This is an optimization exercise on Yosys and OpenROAD, whose aim is small area, a short achievable clock period and few clock cycles per item, not a production implementation. Only simulation tests tie the RTL to the original design; equivalence was not proved. No activity file was given, so power comes from the tool's default toggle rates.

Design bac_encoder, start of the top module:
module bac_encoder (
    input  wire       clk,
    input  wire       rst,
    input  wire       in_valid,
    output wire       in_ready,
    input  wire [1:0] in_kind,
    input  wire [7:0] in_byte,
    output wire       out_valid,
    input  wire       out_ready,
    output wire [7:0] out_byte
);
    wire adv;
    reg  [9:0] fq0, fq1;
    reg  [1:0] fcount;
    assign in_ready = (fcount != 2'd2);
    wire push = in_valid && in_ready;
    wire pop  = adv && (fcount != 2'd0);
    always @(posedge clk) begin
        if (rst) begin
            fcount <= 2'd0;
        end else begin
            fcount <= fcount + {1'b0, push} - {1'b0, pop};
            if (pop) begin
                fq0 <= (fcount == 2'd2) ? fq1 : {in_kind, in_byte};
                if (push) fq1 <= {in_kind, in_byte};
            end else if (push) begin
                if (fcount == 2'd0) fq0 <= {in_kind, in_byte};
                else fq1 <= {in_kind, in_byte};
            end
        end
  ...
Settings: LEC_CHECK=0, CAP_MARGIN=10, CORE_MARGIN=2, CORE_UTILIZATION=60, CTS_CLUSTER_DIAMETER=100, CTS_CLUSTER_SIZE=20, GPL_ROUTABILITY_DRIVEN=1, GPL_TIMING_DRIVEN=1, PLACE_DENSITY=0.75, SETUP_SLACK_MARGIN=5, SLEW_MARGIN=10, TNS_END_PERCENT=100; clock period 16.0 ns.
standard.sh (not shown) runs the stock make flow with config.mk's settings and CLKGATE_MAP_FILE= SYNTH_SCRIPT=/design/flow/synth_recipe.tcl, a recipe that flattens the netlist after the stock synthesis.
==> flow/flow/run.sh <==
#!/bin/bash
# Own layout flow.
#  1. the standard synthesis, unchanged (standard.sh synth).
#  2. The netlist's combinational logic is mapped again, region by region
#     (flow/regions.py, flow/remap.sh), each region handed to ABC on its own
#     so that it is mapped against its own critical path rather than the
#     whole design's:
#       - the cells feeding the coder's interval registers, the rest of the
#         coder, and the divider: cells (full/half adders too) turned into
#         their logic functions and mapped with a delay-driven script
#         (flow/resyn.abc: structural choices, mapping against a 5 ns target
#         with the library's load-dependent delays, buffering and sizing;
#         flow/resyn_loop.abc, a 4.5 ns target, for the interval registers);
#       - the table and the rest keep the standard mapping.
#     The registers keep their instance names and cell types, as do the tie
#     cells.
#  3. The rest of the standard flow (standard.sh finish) with
#     SETUP_SLACK_MARGIN raised, so that repair_timing works on every path
#     longer than (clock period - margin).  Clock period and constraints are
#     the standard flow's.
# Each tool's output goes to a log file of its own in this folder.
set -euo pipefail
MARGIN=${MARGIN:-8}
bash standard.sh synth > flow_synth.log 2>&1

R=orfs/results/${FLOW_PLATFORM:-sky130hd}/bac_encoder/base
LIB=$FLOW_HOME/platforms/sky130hd/lib/sky130_fd_sc_hd__tt_025C_1v80.lib
YOSYS=$FLOW_HOME/../tools/install/yosys/bin/yosys
[[ -x $YOSYS ]] || YOSYS=yosys
TOP=${FLOW_TOP:-bac_encoder}
cp $R/1_2_yosys.v $R/1_2_yosys_standard.v
mkdir -p regions
printf 'set_driving_cell sky130_fd_sc_hd__buf_1\nset_load 5\n' > regions/abc.constr
python3 flow/regions.py $LIB $R/1_2_yosys_standard.v $TOP regions \
  "$(cat flow/region0.txt)" '^\\u_coder\.' '^\\u_div\.' '^\\u_table\.' > flow_regions.log 2>&1
SCRIPT_r0=$PWD/flow/resyn_loop.abc bash flow/remap.sh $LIB $YOSYS regions $TOP "0 1 2" \
  $PWD/flow/resyn.abc $PWD/regions/abc.constr flow/dont_use.txt \
  $R/1_2_yosys.v "3 4" > flow_remap.log 2>&1
rm -f $R/1_synth.odb $R/1_synth.sdc

if grep -q 'SETUP_SLACK_MARGIN=' standard.sh; then
  sed "s/SETUP_SLACK_MARGIN=[^ ']*/SETUP_SLACK_MARGIN=${MARGIN}/" standard.sh > standard_tight.sh
else
  sed "s/CLKGATE_MAP_FILE= /CLKGATE_MAP_FILE= SETUP_SLACK_MARGIN=${MARGIN} /" standard.sh > standard_tight.sh
fi
bash standard_tight.sh finish > flow_layout.log 2>&1
test -f out/final.def
==> flow/flow/remap.sh <==
#!/bin/bash
# usage: remap.sh LIB YOSYS DIR TOP FLATFA_REGIONS ABC_SCRIPT CONSTR DONT_USE_FILE OUT [KEEP_REGIONS]
# Re-maps each region module DIR/r<i>.v with ABC on its own, then merges them
# with DIR/top.v into OUT.  Regions listed in FLATFA_REGIONS (e.g. "0 1") have
# their full/half adder cells turned into logic before mapping too.
set -euo pipefail
LIB=$1; YOSYS=$2; DIR=$3; TOP=$4; FLATFA=$5; SCRIPT=$6; CONSTR=$7; DUF=$8; OUT=$9; KEEPR=${10:-}
DU=""; for c in $(cat $DUF); do DU="$DU -dont_use $c"; done
FAHA="sky130_fd_sc_hd__fa_1 sky130_fd_sc_hd__fa_2 sky130_fd_sc_hd__fa_4 sky130_fd_sc_hd__ha_1 sky130_fd_sc_hd__ha_2 sky130_fd_sc_hd__ha_4"
MODS=""
for f in $DIR/r*.v; do
  r=$(basename $f .v); r=${r#r}
  case " $KEEPR " in *" $r "*) cp $f $DIR/opt_r$r.v; MODS="$MODS $DIR/opt_r$r.v"; continue;; esac
  case " $FLATFA " in *" $r "*) BB="";; *) BB="blackbox $FAHA";; esac
  SC=$SCRIPT; SV=SCRIPT_r$r; [[ -n "${!SV:-}" ]] && SC=${!SV}
  cat > $DIR/opt_r$r.ys <<EOT
read_liberty -ignore_miss_func $LIB
$BB
read_verilog $f
hierarchy -top ${TOP}_r$r
flatten
opt_clean
abc -script $SC -liberty $LIB $DU -constr $CONSTR
opt_clean -purge
hilomap -singleton -hicell sky130_fd_sc_hd__conb_1 HI -locell sky130_fd_sc_hd__conb_1 LO
tee -q -o $DIR/opt_r$r.stat stat -liberty $LIB
write_verilog -noattr -noexpr -nohex -nodec $DIR/opt_r$r.v
EOT
  $YOSYS -q -l $DIR/opt_r$r.log -s $DIR/opt_r$r.ys > /dev/null 2>&1 &
  MODS="$MODS $DIR/opt_r$r.v"
done
wait
cat > $DIR/merge.ys <<EOT
read_liberty -lib $LIB
read_verilog $DIR/top.v $MODS
hierarchy -top $TOP
flatten
opt_clean -purge
insbuf -buf sky130_fd_sc_hd__buf_4 A X
tee -q -o $DIR/merge.stat stat -liberty $LIB
write_verilog -noattr -noexpr -nohex -nodec $OUT
EOT
$YOSYS -q -l $DIR/merge.log -s $DIR/merge.ys > /dev/null 2>&1
grep "Chip area" $DIR/merge.stat
==> flow/flow/resyn.abc <==
strash
dch -f
map -D 5000
topo
buffer -c -N 6
upsize -D 5000
dnsize -D 5000
stime -p
==> flow/flow/resyn_loop.abc <==
strash
dch -f
map -D 4500
topo
buffer -c -N 6
upsize -D 4500
dnsize -D 4500
stime -p
Other scripts of this flow, unchanged in this note and not shown: flow/flow/dont_use.txt, flow/flow/region0.txt, flow/flow/regions.py
Testbench counts at the start, summed over its fixed seeds: cycles 10,962, symbols 10,794.
Next try:
--- a/flow/flow/run.sh
+++ b/flow/flow/run.sh
@@ -4,13 +4,9 @@
-#  2. The netlist's combinational logic is mapped again, region by region
-#     (flow/regions.py, flow/remap.sh), each region handed to ABC on its own
-#     so that it is mapped against its own critical path rather than the
-#     whole design's:
-#       - the cells feeding the coder's interval registers, the rest of the
-#         coder, and the divider: cells (full/half adders too) turned into
-#         their logic functions and mapped with a delay-driven script
-#         (flow/resyn.abc: structural choices, mapping against a 5 ns target
-#         with the library's load-dependent delays, buffering and sizing;
-#         flow/resyn_loop.abc, a 4.5 ns target, for the interval registers);
-#       - the table and the rest keep the standard mapping.
-#     The registers keep their instance names and cell types, as do the tie
-#     cells.
+#  2. The combinational logic of that netlist is mapped again, region by
+#     region (flow/regions.py, flow/remap.sh): the cells feeding the coder's
+#     interval registers, the rest of the coder, the divider and the table
+#     are each handed to ABC on their own, cells (full/half adders too)
+#     turned into their logic functions, with a delay-driven script
+#     (flow/resyn.abc: structural choices, then mapping against a 5 ns
+#     target with the library's load-dependent delays, buffering and
+#     sizing).  The registers keep their instance names and cell types, as
+#     do the tie cells.
@@ -23 +19 @@
-MARGIN=${MARGIN:-8}
+MARGIN=${MARGIN:-9.5}
@@ -36,3 +32,2 @@
-SCRIPT_r0=$PWD/flow/resyn_loop.abc bash flow/remap.sh $LIB $YOSYS regions $TOP "0 1 2" \
-  $PWD/flow/resyn.abc $PWD/regions/abc.constr flow/dont_use.txt \
-  $R/1_2_yosys.v "3 4" > flow_remap.log 2>&1
+bash flow/remap.sh $LIB $YOSYS regions $TOP "0 1 2 3" $PWD/flow/resyn.abc \
+  $PWD/regions/abc.constr flow/dont_use.txt $R/1_2_yosys.v "4" > flow_remap.log 2>&1
--- a/flow/flow/remap.sh
+++ b/flow/flow/remap.sh
@@ -15 +14,0 @@
-  SC=$SCRIPT; SV=SCRIPT_r$r; [[ -n "${!SV:-}" ]] && SC=${!SV}
@@ -23 +22 @@
-abc -script $SC -liberty $LIB $DU -constr $CONSTR
+abc -script $SCRIPT -liberty $LIB $DU -constr $CONSTR
Settings changed: CAP_MARGIN 10 to 20, SLEW_MARGIN 10 to 20.
removed: flow/flow/resyn_loop.abc
After rerunning: The new run never finished: it broke off in global routing (5_1_grt). Synthesized area is about the same. Synthesized cell count climbs by 3.3%.
Next try:
--- a/flow/flow/run.sh
+++ b/flow/flow/run.sh
@@ -4,9 +4,13 @@
-#  2. The combinational logic of that netlist is mapped again, region by
-#     region (flow/regions.py, flow/remap.sh): the cells feeding the coder's
-#     interval registers, the rest of the coder, the divider and the table
-#     are each handed to ABC on their own, cells (full/half adders too)
-#     turned into their logic functions, with a delay-driven script
-#     (flow/resyn.abc: structural choices, then mapping against a 5 ns
-#     target with the library's load-dependent delays, buffering and
-#     sizing).  The registers keep their instance names and cell types, as
-#     do the tie cells.
+#  2. The netlist's combinational logic is mapped again, region by region
+#     (flow/regions.py, flow/remap.sh), each region handed to ABC on its own
+#     so that it is mapped against its own critical path rather than the
+#     whole design's:
+#       - the cells feeding the coder's interval registers, the rest of the
+#         coder, and the divider: cells (full/half adders too) turned into
+#         their logic functions and mapped with a delay-driven script
+#         (flow/resyn.abc: structural choices, mapping against a 4.5 ns target
+#         with the library's load-dependent delays, buffering and sizing;
+#         flow/resyn_loop.abc, the same, for the interval registers);
+#       - the table and the rest keep the standard mapping.
+#     The registers keep their instance names and cell types, as do the tie
+#     cells.
@@ -19 +23 @@
-MARGIN=${MARGIN:-9.5}
+MARGIN=${MARGIN:-8.5}
@@ -32,2 +36,3 @@
-bash flow/remap.sh $LIB $YOSYS regions $TOP "0 1 2 3" $PWD/flow/resyn.abc \
-  $PWD/regions/abc.constr flow/dont_use.txt $R/1_2_yosys.v "4" > flow_remap.log 2>&1
+SCRIPT_r0=$PWD/flow/resyn_loop.abc bash flow/remap.sh $LIB $YOSYS regions $TOP "0 1 2" \
+  $PWD/flow/resyn.abc $PWD/regions/abc.constr flow/dont_use.txt \
+  $R/1_2_yosys.v "3 4" > flow_remap.log 2>&1
--- a/flow/flow/remap.sh
+++ b/flow/flow/remap.sh
@@ -14,0 +15 @@
+  SC=$SCRIPT; SV=SCRIPT_r$r; [[ -n "${!SV:-}" ]] && SC=${!SV}
@@ -22 +23 @@
-abc -script $SCRIPT -liberty $LIB $DU -constr $CONSTR
+abc -script $SC -liberty $LIB $DU -constr $CONSTR
==> flow/flow/resyn.abc (replaced) <==
strash
dch -f
map -D 4500
topo
buffer -c -N 6
upsize -D 4500
dnsize -D 4500
stime -p
==> flow/flow/resyn_loop.abc (new file) <==
strash
dch -f
map -D 4500
topo
buffer -c -N 6
upsize -D 4500
dnsize -D 4500
stime -p
After rerunning: The changed run produced a clean layout; area after synthesis grows slightly; synthesized cell count drops by a few percent.
Next try:
--- a/flow/flow/run.sh
+++ b/flow/flow/run.sh
@@ -11,3 +11,2 @@
-#         (flow/resyn.abc: structural choices, mapping against a 4.5 ns target
-#         with the library's load-dependent delays, buffering and sizing;
-#         flow/resyn_loop.abc, the same, for the interval registers);
+#         (flow/resyn.abc: structural choices, mapping against a 5 ns target
+#         with the library's load-dependent delays, buffering and sizing);
@@ -23 +22 @@
-MARGIN=${MARGIN:-8.5}
+MARGIN=${MARGIN:-7.5}
@@ -36 +35 @@
-SCRIPT_r0=$PWD/flow/resyn_loop.abc bash flow/remap.sh $LIB $YOSYS regions $TOP "0 1 2" \
+bash flow/remap.sh $LIB $YOSYS regions $TOP "0 1 2" \
==> flow/flow/resyn.abc (replaced) <==
strash
dch -f
map -D 5000
topo
buffer -c -N 6
upsize -D 5000
dnsize -D 5000
stime -p
removed: flow/flow/resyn_loop.abc
=>
- The changed run completed with no timing, DRC or antenna violations
- non-clock buffer count came out lower by 634
- global-route usage goes down by 1.2 points
- setup slack is worse by 450 ps
- wire length came out lower by a little under a tenth
- final area is lower by a few percent
Next try:
--- a/flow/flow/run.sh
+++ b/flow/flow/run.sh
@@ -12 +12,2 @@
-#         with the library's load-dependent delays, buffering and sizing);
+#         with the library's load-dependent delays, buffering and sizing;
+#         flow/resyn_loop.abc, a 4.5 ns target, for the interval registers);
@@ -22 +23 @@
-MARGIN=${MARGIN:-7.5}
+MARGIN=${MARGIN:-8}
@@ -35 +36 @@
-bash flow/remap.sh $LIB $YOSYS regions $TOP "0 1 2" \
+SCRIPT_r0=$PWD/flow/resyn_loop.abc bash flow/remap.sh $LIB $YOSYS regions $TOP "0 1 2" \
==> flow/flow/resyn_loop.abc (new file) <==
strash
dch -f
map -D 4500
topo
buffer -c -N 6
upsize -D 4500
dnsize -D 4500
stime -p
Outcome: Routed wire length went up by 3.4%. Clock-buffer cell count does not change. Total power rose by 5.2%. Synthesized area is about the same. Global-route usage went up by 0.57 points. Die area barely changes. Critical path depth goes up by 29. Worst hold slack is worse by 5.9 ps. Via count went up by 2.3%. Cell count rises by 1.2%.
Next try:
Settings changed: CORE_UTILIZATION 60 to 65, PLACE_DENSITY 0.75 to 0.8.
The changed run ran to the end with no violations.
Power went up by 1.2%.
Global-route usage went up by 2.8 points.
Clock power stays flat.
Combinational power went up by about 2%.
Sequential share of layout area is about the same.

==> re-timing with driven ports <==
No port has a modelled driver above. Below, the same layouts with a new extraction and two added sets of constraints.
Step 1, drivers: a clkbuf_16 drives clk and a buf_2 each remaining input, both assumed.
Step 2, shift: input delay + t, output delay - t, t = (earliest + latest rising clock arrival at the registers) / 2. This alone moves slack from input paths to output paths.
Three values: ideal, step 1, step 2; two values: the first two.
run	shift t [ns]	setup slack, ns	hold WS [ns]	worst setup path after step 2	worst slew at a driven data input, ns
the first run	1.073	7.794 / 7.794 / 7.794	0.407 / 0.407 / 0.407	register to register	0.22
the third run	1.107	7.912 / 7.912 / 7.912	0.396 / 0.396 / 0.396	register to register	0.30
the fourth run	1.103	7.460 / 7.460 / 7.460	0.408 / 0.408 / 0.408	register to register	0.27
the fifth run	1.090	7.951 / 7.951 / 7.951	0.402 / 0.402 / 0.402	register to register	0.25
the sixth run	1.091	7.988 / 7.988 / 7.988	0.403 / 0.403 / 0.403	register to register	0.27
After both steps setup and hold are still met in every run listed.
